Source: an optimization exercise on an open RTL-to-GDS flow (aim: small area, a short achievable clock period and few clock cycles per item). Production flows keep margins and buffers that such runs may drop.
The RTL was checked by simulation tests, not by an equivalence proof against the original design.

==> module fp64_mul, before the edit <==
module fp64_mul (
    input  wire        clk,
    input  wire [63:0] a,
    input  wire [63:0] b,
    output reg  [63:0] y
);
    reg [63:0] ra, rb;
    always @(posedge clk) begin
        ra <= a;
        rb <= b;
    end
    wire        sa = ra[63], sb = rb[63];
    wire [10:0] ea = ra[62:52], eb = rb[62:52];
    wire [51:0] fa = ra[51:0],  fb = rb[51:0];
    wire a_e0 = (ea == 11'd0), b_e0 = (eb == 11'd0);
    wire a_e1 = (ea == 11'h7FF), b_e1 = (eb == 11'h7FF);
    wire a_f0 = (fa == 52'd0), b_f0 = (fb == 52'd0);
    wire a_nan  = a_e1 & ~a_f0, b_nan  = b_e1 & ~b_f0;
    wire a_inf  = a_e1 &  a_f0, b_inf  = b_e1 &  b_f0;
    wire a_zero = a_e0 &  a_f0, b_zero = b_e0 &  b_f0;
    wire r_nan  = a_nan | b_nan | (a_inf & b_zero) | (b_inf & a_zero);
    wire r_inf  = a_inf | b_inf;
    wire r_zero = a_zero | b_zero;
    wire [52:0] ma = {~a_e0, fa};
    wire [52:0] mb = {~b_e0, fb};
    wire [12:0] xa = {2'b00, ea[10:1], ea[0] | a_e0};
    wire [12:0] xb = {2'b00, eb[10:1], eb[0] | b_e0};
    wire [12:0] k1 = xa + xb - 13'd1023;
    wire [5:0] za, zb, tza, tzb;
    wire       za_z, zb_z, tza_z, tzb_z;
    lzc64 u_za (.x({ma, 11'd0}), .cnt(za), .zero(za_z));
    lzc64 u_zb (.x({mb, 11'd0}), .cnt(zb), .zero(zb_z));
    lzc64 u_tza (.x({ma[0], ma[1], ma[2], ma[3], ma[4], ma[5], ma[6], ma[7], ma[8], ma[9],
                     ma[10], ma[11], ma[12], ma[13], ma[14], ma[15], ma[16], ma[17], ma[18], ma[19],
                     ma[20], ma[21], ma[22], ma[23], ma[24], ma[25], ma[26], ma[27], ma[28], ma[29],
                     ma[30], ma[31], ma[32], ma[33], ma[34], ma[35], ma[36], ma[37], ma[38], ma[39],
                     ma[40], ma[41], ma[42], ma[43], ma[44], ma[45], ma[46], ma[47], ma[48], ma[49],
                     ma[50], ma[51], ma[52], 11'd0}), .cnt(tza), .zero(tza_z));
    lzc64 u_tzb (.x({mb[0], mb[1], mb[2], mb[3], mb[4], mb[5], mb[6], mb[7], mb[8], mb[9],
                     mb[10], mb[11], mb[12], mb[13], mb[14], mb[15], mb[16], mb[17], mb[18], mb[19],
                     mb[20], mb[21], mb[22], mb[23], mb[24], mb[25], mb[26], mb[27], mb[28], mb[29],
                     mb[30], mb[31], mb[32], mb[33], mb[34], mb[35], mb[36], mb[37], mb[38], mb[39],
                     mb[40], mb[41], mb[42], mb[43], mb[44], mb[45], mb[46], mb[47], mb[48], mb[49],
                     mb[50], mb[51], mb[52], 11'd0}), .cnt(tzb), .zero(tzb_z));
    wire [12:0] z    = {7'd0, za} + {7'd0, zb};
    wire [6:0]  tz   = {1'b0, tza} + {1'b0, tzb};
    wire        k_neg = k1[12];
    wire        k_ge  = ~k_neg & (k1 >= z);                  
    wire        k_gt  = ~k_neg & (k1 > z);                   
    wire        k_far = k_neg & (k1 < 13'h1FC8);             
    wire [7:0]  sh0   = k_ge ? z[7:0] : k_far ? 8'hC8 : k1[7:0];
    wire [12:0] e0    = k_ge ? k1 - z : 13'd0;
    wire [105:0] ts, tc;
    mul53_tree u_tree (.a(ma), .b(mb), .s(ts), .c(tc));
    reg [105:0] s2_s, s2_c;
    reg [7:0]   s2_sh;
    reg [6:0]   s2_tz;
    reg [12:0]  s2_e;
    reg         s2_gt, s2_sy, s2_nan, s2_inf, s2_zero;
    always @(posedge clk) begin
        s2_s    <= ts;
        s2_c    <= tc;
        s2_sh   <= sh0;
        s2_tz   <= tz;
        s2_e    <= e0;
        s2_gt   <= k_gt;
        s2_sy   <= sa ^ sb;
        s2_nan  <= r_nan;
        s2_inf  <= r_inf;
        s2_zero <= r_zero;
    end
    wire [105:0] p   = s2_s + s2_c;
    wire [6:0]   s2_rsh = 7'd54 - s2_sh[6:0];               
    wire [7:0]  stp0  = 8'd52 - s2_sh;
    wire [7:0]  stp1  = 8'd51 - s2_sh;
    wire        s2_st0 = ~stp0[7] & ({1'b0, s2_tz} < stp0);
    wire        s2_st1 = ~stp1[7] & ({1'b0, s2_tz} < stp1);
    wire [108:0] fun = {p, 3'b000} >> s2_rsh;
    reg [54:0] s3_w;
    reg [12:0] s3_e;
    reg        s3_gt, s3_st0, s3_st1, s3_sy, s3_nan, s3_inf, s3_zero;
    always @(posedge clk) begin
        s3_w    <= fun[54:0];
        s3_e    <= s2_e;
        s3_gt   <= s2_gt;
        s3_st0  <= s2_st0;
        s3_st1  <= s2_st1;
        s3_sy   <= s2_sy;
        s3_nan  <= s2_nan;
        s3_inf  <= s2_inf;
        s3_zero <= s2_zero;
    end
    wire        ext    = ~s3_w[54] & s3_gt;
    wire [52:0] sig    = ext ? s3_w[53:1] : s3_w[54:2];
    wire        guard  = ext ? s3_w[0] : s3_w[1];
    wire        sticky = ext ? s3_st1 : (s3_st0 | s3_w[0]);
    wire        inc    = guard & (sticky | sig[0]);
    wire [53:0] sr;
    inc53 u_inc (.a(sig), .ci(inc), .y(sr));
    wire [12:0] e_m = s3_e - 13'd1, e_1 = s3_e + 13'd1, e_2 = s3_e + 13'd2;
    wire        o_m = (e_m >= 13'd2047), o_0 = (s3_e >= 13'd2047),
                o_1 = (e_1 >= 13'd2047), o_2 = (e_2 >= 13'd2047);
    wire [1:0]  cup = sr[53:52];
    wire [12:0] ex  = ext ? ((cup == 2'd0) ? e_m : (cup == 2'd1) ? s3_e : e_1)
                          : ((cup == 2'd0) ? s3_e : (cup == 2'd1) ? e_1 : e_2);
    wire        ovf = ext ? ((cup == 2'd0) ? o_m : (cup == 2'd1) ? o_0 : o_1)
                          : ((cup == 2'd0) ? o_0 : (cup == 2'd1) ? o_1 : o_2);
    always @(posedge clk)
        y <= s3_nan  ? 64'h7FF8000000000000 :
             s3_inf  ? {s3_sy, 11'h7FF, 52'd0} :
             s3_zero ? {s3_sy, 63'd0} :
             ovf     ? {s3_sy, 11'h7FF, 52'd0} :
                       {s3_sy, ex[10:0], sr[51:0]};
endmodule
Settings: LEC_CHECK=0, CAP_MARGIN=30, CELL_PAD_IN_SITES_DETAIL_PLACEMENT=1, CELL_PAD_IN_SITES_GLOBAL_PLACEMENT=1, CORE_MARGIN=2, CORE_UTILIZATION=40, SLEW_MARGIN=30, SETUP_SLACK_MARGIN=23, REMOVE_ABC_BUFFERS=1; clock period 30.0 ns.
standard.sh (not shown) runs the stock make flow with config.mk's settings and CLKGATE_MAP_FILE= SYNTH_SCRIPT=/design/flow/synth_recipe.tcl, a recipe that flattens the netlist after the stock synthesis.
==> flow/flow/run.sh <==
#!/bin/bash
# Standard layout (the standard.sh), with timing repair asked to aim
# for a much larger setup slack than the 30 ns clock needs, and ABC's
# buffers removed so that the resizer rebuffers the netlist.
set -e
cat >> config.mk <<'CFG'
export SETUP_SLACK_MARGIN = 23
export REMOVE_ABC_BUFFERS = 1
CFG
bash standard.sh > standard.log 2>&1
Testbench counts at the start, summed over its fixed seeds: cycles 14,494, items 4,800.
Change:
--- a/flow/design.v
+++ b/flow/design.v
@@ -4327,35 +4327,34 @@
     wire        k_ge  = ~k_neg & (k1 >= z);                  
     wire        k_gt  = ~k_neg & (k1 > z);                   
     wire        k_far = k_neg & (k1 < 13'h1FC8);             
     wire [7:0]  sh0   = k_ge ? z[7:0] : k_far ? 8'hC8 : k1[7:0];
     wire [12:0] e0    = k_ge ? k1 - z : 13'd0;
+    wire [7:0]  stp0  = 8'd52 - sh0;
+    wire [7:0]  stp1  = 8'd51 - sh0;
+    wire        st0   = ~stp0[7] & ({1'b0, tz} < stp0);
+    wire        st1   = ~stp1[7] & ({1'b0, tz} < stp1);
     wire [105:0] ts, tc;
     mul53_tree u_tree (.a(ma), .b(mb), .s(ts), .c(tc));
     reg [105:0] s2_s, s2_c;
-    reg [7:0]   s2_sh;
-    reg [6:0]   s2_tz;
+    reg [6:0]   s2_rsh;
     reg [12:0]  s2_e;
-    reg         s2_gt, s2_sy, s2_nan, s2_inf, s2_zero;
+    reg         s2_gt, s2_st0, s2_st1, s2_sy, s2_nan, s2_inf, s2_zero;
     always @(posedge clk) begin
         s2_s    <= ts;
         s2_c    <= tc;
-        s2_sh   <= sh0;
-        s2_tz   <= tz;
+        s2_rsh  <= 7'd54 - sh0[6:0];                        
         s2_e    <= e0;
         s2_gt   <= k_gt;
+        s2_st0  <= st0;
+        s2_st1  <= st1;
         s2_sy   <= sa ^ sb;
         s2_nan  <= r_nan;
         s2_inf  <= r_inf;
         s2_zero <= r_zero;
     end
     wire [105:0] p   = s2_s + s2_c;
-    wire [6:0]   s2_rsh = 7'd54 - s2_sh[6:0];               
-    wire [7:0]  stp0  = 8'd52 - s2_sh;
-    wire [7:0]  stp1  = 8'd51 - s2_sh;
-    wire        s2_st0 = ~stp0[7] & ({1'b0, s2_tz} < stp0);
-    wire        s2_st1 = ~stp1[7] & ({1'b0, s2_tz} < stp1);
     wire [108:0] fun = {p, 3'b000} >> s2_rsh;
     reg [54:0] s3_w;
     reg [12:0] s3_e;
     reg        s3_gt, s3_st0, s3_st1, s3_sy, s3_nan, s3_inf, s3_zero;
     always @(posedge clk) begin
@@ -4374,18 +4373,13 @@
     wire        guard  = ext ? s3_w[0] : s3_w[1];
     wire        sticky = ext ? s3_st1 : (s3_st0 | s3_w[0]);
     wire        inc    = guard & (sticky | sig[0]);
     wire [53:0] sr;
     inc53 u_inc (.a(sig), .ci(inc), .y(sr));
-    wire [12:0] e_m = s3_e - 13'd1, e_1 = s3_e + 13'd1, e_2 = s3_e + 13'd2;
-    wire        o_m = (e_m >= 13'd2047), o_0 = (s3_e >= 13'd2047),
-                o_1 = (e_1 >= 13'd2047), o_2 = (e_2 >= 13'd2047);
-    wire [1:0]  cup = sr[53:52];
-    wire [12:0] ex  = ext ? ((cup == 2'd0) ? e_m : (cup == 2'd1) ? s3_e : e_1)
-                          : ((cup == 2'd0) ? s3_e : (cup == 2'd1) ? e_1 : e_2);
-    wire        ovf = ext ? ((cup == 2'd0) ? o_m : (cup == 2'd1) ? o_0 : o_1)
-                          : ((cup == 2'd0) ? o_0 : (cup == 2'd1) ? o_1 : o_2);
+    wire [12:0] e_m1 = s3_e - {12'd0, ext};
+    wire [12:0] ex   = e_m1 + {11'd0, sr[53:52]};
+    wire        ovf  = (ex >= 13'd2047);
     always @(posedge clk)
         y <= s3_nan  ? 64'h7FF8000000000000 :
              s3_inf  ? {s3_sy, 11'h7FF, 52'd0} :
              s3_zero ? {s3_sy, 63'd0} :
              ovf     ? {s3_sy, 11'h7FF, 52'd0} :
Effect: Count of clock-buffer cells in the layout goes up by 37. Synthesized cell count drops by 1.7%. Non-clock buffer count came out higher by 446. Synthesized area came out lower by 0.90%. Routed wire length went up by 1.0%. Register-to-register slack is worse by 1.8 ns. Sequential share of layout area came out lower by 0.36 points. Design area increases by 1.4%.
Testbench counts after the change, summed over its fixed seeds: cycles 14,494, items 4,800.

## static timing again, ports no longer ideal
Ports are ideal in the flow. The routed layouts listed here were re-timed in OpenROAD.
Step 1, drivers: a clkbuf_16 drives clk and a buf_2 each remaining input, both assumed.
Step 2, shift: input delay + t, output delay - t, t = (earliest + latest rising clock arrival at the registers) / 2. This alone moves slack from input paths to output paths.
a / b / c = no drivers / after step 1 / after step 2; a / b = the first two.
| run | t, ns | setup slack, ns | worst setup path at the end | worst register clock-pin slew, ns | worst data-port slew with drivers (ns) |
|---|---|---|---|---|---|
| the first run | 1.231 | 22.276 / 22.130 / 22.430 | input to register | 0.08 / 0.08 | 0.15 |
| the second run | 1.224 | 21.189 / 21.189 / 21.189 | register to register | 0.08 / 0.08 | 0.11 |
After both steps every run listed still meets setup and hold.
